Context: an optimization exercise on an open-source flow, tuned for small area, a short achievable clock period and few clock cycles per item. The choices shown serve that exercise and are no tape-out recipe. Only simulation tests tie the RTL to the original design; equivalence was not proved.

==> run a: inputs <==
## scrypt_blockmix
module scrypt_blockmix (
    input  wire          clk,
    input  wire          rst,         
    input  wire          in_valid,
    output wire          in_ready,
    input  wire [1023:0] in_data,
    output wire          out_valid,
    input  wire          out_ready,
    output wire [1023:0] out_data
);
    reg          idle_q;      
    reg          pre_q;       
    reg          run_q;       
    reg          ff_q;        
    reg          done_q;      
    reg          second_q;    
    reg  [2:0]   round_q;     
    reg  [511:0] x_q;
    reg  [511:0] w_q;
    reg  [511:0] ya_q;
    wire [511:0] x_rd;
    salsa_round_t u_rd (.x_i(x_q), .x_o(x_rd));
    wire [511:0] s_ff;
    genvar k;
    generate
        for (k = 0; k < 16; k = k + 1) begin : g_ff
            add32_sk u_add (.a(x_q[32*k +: 32]), .b(w_q[32*k +: 32]),
                            .s(s_ff[32*k +: 32]));
        end
    endgenerate
    wire [511:0] t_ff = s_ff ^ (ya_q & {512{~second_q}});
    wire [511:0] b_x  = in_data[1023:512] ^ in_data[511:0];
    assign in_ready  = pre_q;
    assign out_valid = done_q;
    assign out_data  = {w_q, ya_q};
    always @(posedge clk) begin
        if (rst) begin
            idle_q   <= 1'b1;
            pre_q    <= 1'b0;
            run_q    <= 1'b0;
            ff_q     <= 1'b0;
            done_q   <= 1'b0;
            second_q <= 1'b0;
            round_q  <= 3'd0;
        end else begin
            if (idle_q) begin
                if (pre_q && in_valid) begin
                    idle_q   <= 1'b0;
                    pre_q    <= 1'b0;
                    run_q    <= 1'b1;
                    second_q <= 1'b0;
                    round_q  <= 3'd1;
                end else begin
                    pre_q <= in_valid;
                end
            end
            if (run_q) begin
                round_q <= round_q + 3'd1;
                if (round_q == 3'd7) begin
                    run_q <= 1'b0;
                    ff_q  <= 1'b1;
                end
            end
            if (ff_q) begin
  ...
clock: 35.0 ns
lec_check: 0
cap_margin: 20
core_margin: 2
core_utilization: 25
place_density: 0.35
slew_margin: 20
run.sh (not shown) runs the stock make flow with config.mk's settings and CLKGATE_MAP_FILE= SYNTH_SCRIPT=/design/flow/synth_recipe.tcl, a recipe that flattens the netlist after the stock synthesis.
==> run b: changes against run a <==
==> flow/flow/run.sh (new file) <==
#!/bin/bash
# The standard layout (the standard.sh: standard synthesis, ORFS place,
# CTS, route) at the design's clock and constraints, with two changes in how
# the layout is optimised:
#  - the port buffers that placement inserts on every input and output are
#    the smallest buffer cell instead of the default;
#  - timing repair aims for 25 ns of setup slack instead of 0, so that it
#    sizes the round logic for speed although the 35 ns clock is met anyway.
set -euo pipefail
export BUFFER_PORTS_ARGS="-buffer_cell sky130_fd_sc_hd__buf_1"
export SETUP_SLACK_MARGIN=25
bash standard.sh > standard_flow.log 2>&1
==> flow/standard.sh (new file) <==
#!/bin/bash
# synth_recipe.tcl (not shown) runs the flow's synth.tcl, then flattens the netlist and writes it again
# the make line also repeats each setting of config.mk as NAME=value (left out here)
make -C /OpenROAD-flow-scripts/flow DESIGN_CONFIG=/design/flow/config.mk WORK_HOME=/design/flow/orfs CLKGATE_MAP_FILE= SYNTH_SCRIPT=/design/flow/synth_recipe.tcl "${@:-finish}"
--- a/flow/config.mk
+++ b/flow/config.mk
@@ -7,6 +7,7 @@
 export LEC_CHECK = 0
 export CAP_MARGIN = 20
 export CORE_MARGIN = 2
-export CORE_UTILIZATION = 25
-export PLACE_DENSITY = 0.35
+export CORE_UTILIZATION = 45
+export CTS_BUF_LIST = sky130_fd_sc_hd__clkbuf_8
+export PLACE_DENSITY = 0.55
 export SLEW_MARGIN = 20
removed: flow/run.sh
==> run c: changes against run a <==
==> flow/flow/run.sh (new file) <==
#!/bin/bash
# The standard layout (the standard.sh: standard synthesis, ORFS place,
# CTS, route) at the design's clock and constraints, with these changes in
# how the layout is made:
#  - the port buffers that placement inserts on every input and output are
#    the smallest buffer cell instead of the default;
#  - pins may sit on adjacent routing tracks, so that the 2054 ports fit on
#    the edge of a die sized for 40% utilisation;
set -euo pipefail
export BUFFER_PORTS_ARGS="-buffer_cell sky130_fd_sc_hd__buf_1"
export PLACE_PINS_ARGS="-min_distance 1 -min_distance_in_tracks"
bash standard.sh > standard_flow.log 2>&1
==> flow/standard.sh (new file) <==
#!/bin/bash
# synth_recipe.tcl (not shown) runs the flow's synth.tcl, then flattens the netlist and writes it again
# the make line also repeats each setting of config.mk as NAME=value (left out here)
make -C /OpenROAD-flow-scripts/flow DESIGN_CONFIG=/design/flow/config.mk WORK_HOME=/design/flow/orfs CLKGATE_MAP_FILE= SYNTH_SCRIPT=/design/flow/synth_recipe.tcl "${@:-finish}"
--- a/flow/config.mk
+++ b/flow/config.mk
@@ -5,8 +5,10 @@
 export SDC_FILE = /design/flow/constraint.sdc
 export NUM_CORES = 4
 export LEC_CHECK = 0
+export ABC_AREA = 1
 export CAP_MARGIN = 20
 export CORE_MARGIN = 2
-export CORE_UTILIZATION = 25
-export PLACE_DENSITY = 0.35
+export CORE_UTILIZATION = 40
+export CTS_BUF_LIST = sky130_fd_sc_hd__clkbuf_8
+export PLACE_DENSITY = 0.5
 export SLEW_MARGIN = 20
removed: flow/run.sh
==> run d: changes against run a <==
==> flow/flow/run.sh (new file) <==
#!/bin/bash
# The standard layout (the standard.sh: standard synthesis, ORFS place,
# CTS, route) at the design's clock and constraints, with these changes in
# how the layout is made:
#  - the port buffers that placement inserts on every input and output are
#    the smallest buffer cell instead of the default;
#  - pins may sit on adjacent routing tracks, so that the 2054 ports fit on
#    the edge of a die sized for 40% utilisation;
#  - timing repair aims for 26 ns of setup slack instead of 0, so that it
#    sizes the round logic for speed although the 35 ns clock is met anyway.
set -euo pipefail
export BUFFER_PORTS_ARGS="-buffer_cell sky130_fd_sc_hd__buf_1"
export PLACE_PINS_ARGS="-min_distance 1 -min_distance_in_tracks"
export SETUP_SLACK_MARGIN=26
bash standard.sh > standard_flow.log 2>&1
==> flow/standard.sh (new file) <==
#!/bin/bash
# synth_recipe.tcl (not shown) runs the flow's synth.tcl, then flattens the netlist and writes it again
# the make line also repeats each setting of config.mk as NAME=value (left out here)
make -C /OpenROAD-flow-scripts/flow DESIGN_CONFIG=/design/flow/config.mk WORK_HOME=/design/flow/orfs CLKGATE_MAP_FILE= SYNTH_SCRIPT=/design/flow/synth_recipe.tcl "${@:-finish}"
--- a/flow/config.mk
+++ b/flow/config.mk
@@ -5,8 +5,12 @@
 export SDC_FILE = /design/flow/constraint.sdc
 export NUM_CORES = 4
 export LEC_CHECK = 0
+export ABC_AREA = 1
 export CAP_MARGIN = 20
 export CORE_MARGIN = 2
-export CORE_UTILIZATION = 25
-export PLACE_DENSITY = 0.35
+export CORE_UTILIZATION = 40
+export CTS_BUF_LIST = sky130_fd_sc_hd__clkbuf_8
+export CTS_CLUSTER_DIAMETER = 60
+export CTS_CLUSTER_SIZE = 30
+export PLACE_DENSITY = 0.5
 export SLEW_MARGIN = 20
removed: flow/run.sh
==> results.cfg <==
[cts]
clock_latency_ns = 1.19
post_cts_resized = 103

[global_route]
grt_pass1_vias = 132000
grt_pass1_wl_um = 1060000

[run]
drv_cap = 0

[status]
status = no timing/DRC/antenna violations

[final_layout]
fin_util_pct = 45.7
clock_buffers = 211
buf_share_pct = 6.31
layout.nets = 23000
multiInputGateArea_um2 = 84900

[place]
post-place-ws_ns = 25.03

[detailed_routing]
drtIter0Drc = 16600
# the run above: run d

==> results.cfg <==
[cts]
post_cts_resized = 0
clock_latency_ns = 1.18

[status]
status = no timing/DRC/antenna violations

[final_layout]
buf_share_pct = 5.89
fin_util_pct = 45.8
clock_buffers = 362

[detailed_routing]
drtIter0Drc = 16600

[place]
post-place-ws_ns = 25.03

[global_route]
grt_pass1_vias = 133000
# the run above: run c

==> results.cfg <==
[status]
stop_stage = I/O pin placement
firstError = [ERROR PPL-0024] Number of IO pins (2054) exceeds maximum number of available positions (1890). Increase the die perimeter from 2085.78um to 2793.44um.
status = stopped before the end

[floorplan]
die_h_um = 521

[synthesis]
async_flop_share_pct = 0
yosys-top-cells-area = edfxtp_1 26%, xnor2_1 14%, ha_1 10%
synthAdderAreaFrac_pct = 11.8
postSynthAreaPerCell_um2 = 9.13
synth_top_family_by_area = XOR/XNOR gates
# the run above: run b

==> results.cfg <==
[final_layout]
clock_buffers = 356
buf_share_pct = 14.7

[global_route]
grt_pass1_wl_um = 1190000
grt_pass1_vias = 111000

[run]
drv_cap = 0

[status]
status = no timing/DRC/antenna violations

[cts]
post_cts_resized = 0

[place]
post-place-ws_ns = 21.57
# the run above: run a

Testbench counts of run a, summed over its fixed seeds: cycles 9,736, items 512.
Testbench counts of run b, summed over its fixed seeds: cycles 9,736, items 512.
Testbench counts of run c, summed over its fixed seeds: cycles 9,736, items 512.
Testbench counts of run d, summed over its fixed seeds: cycles 9,736, items 512.

## separate check: timing with driven ports
How much do the figures lean on ideal ports? The routed layouts below were timed once more, with nothing changed but the port constraints. Step 1 (the two cells are an assumption about what drives the block):
set clk [get_ports {clk}]
set_driving_cell -lib_cell sky130_fd_sc_hd__clkbuf_16 $clk
set_driving_cell -lib_cell sky130_fd_sc_hd__buf_2 [delete_from_list [all_inputs] $clk]
Step 2, shift: input delay + t, output delay - t, t = (earliest + latest rising clock arrival at the registers) / 2. This alone moves slack from input paths to output paths. Three values: ideal ports, drivers, drivers and shift; two values: the first two.
| run | t, ns | slack for setup (ns) | worst setup path after step 2 | latest minus earliest clock arrival (ns) |
|---|---|---|---|---|
| run a | 1.102 | 20.892 / 20.892 / 20.892 | register to register | 0.055 / 0.055 |
| run c | 1.256 | 24.531 / 24.531 / 24.531 | register to register | 0.106 / 0.107 |
| run d | 1.242 | 25.968 / 25.849 / 26.084 | input to register | 0.126 / 0.126 |
After both steps every run listed still meets setup and hold.
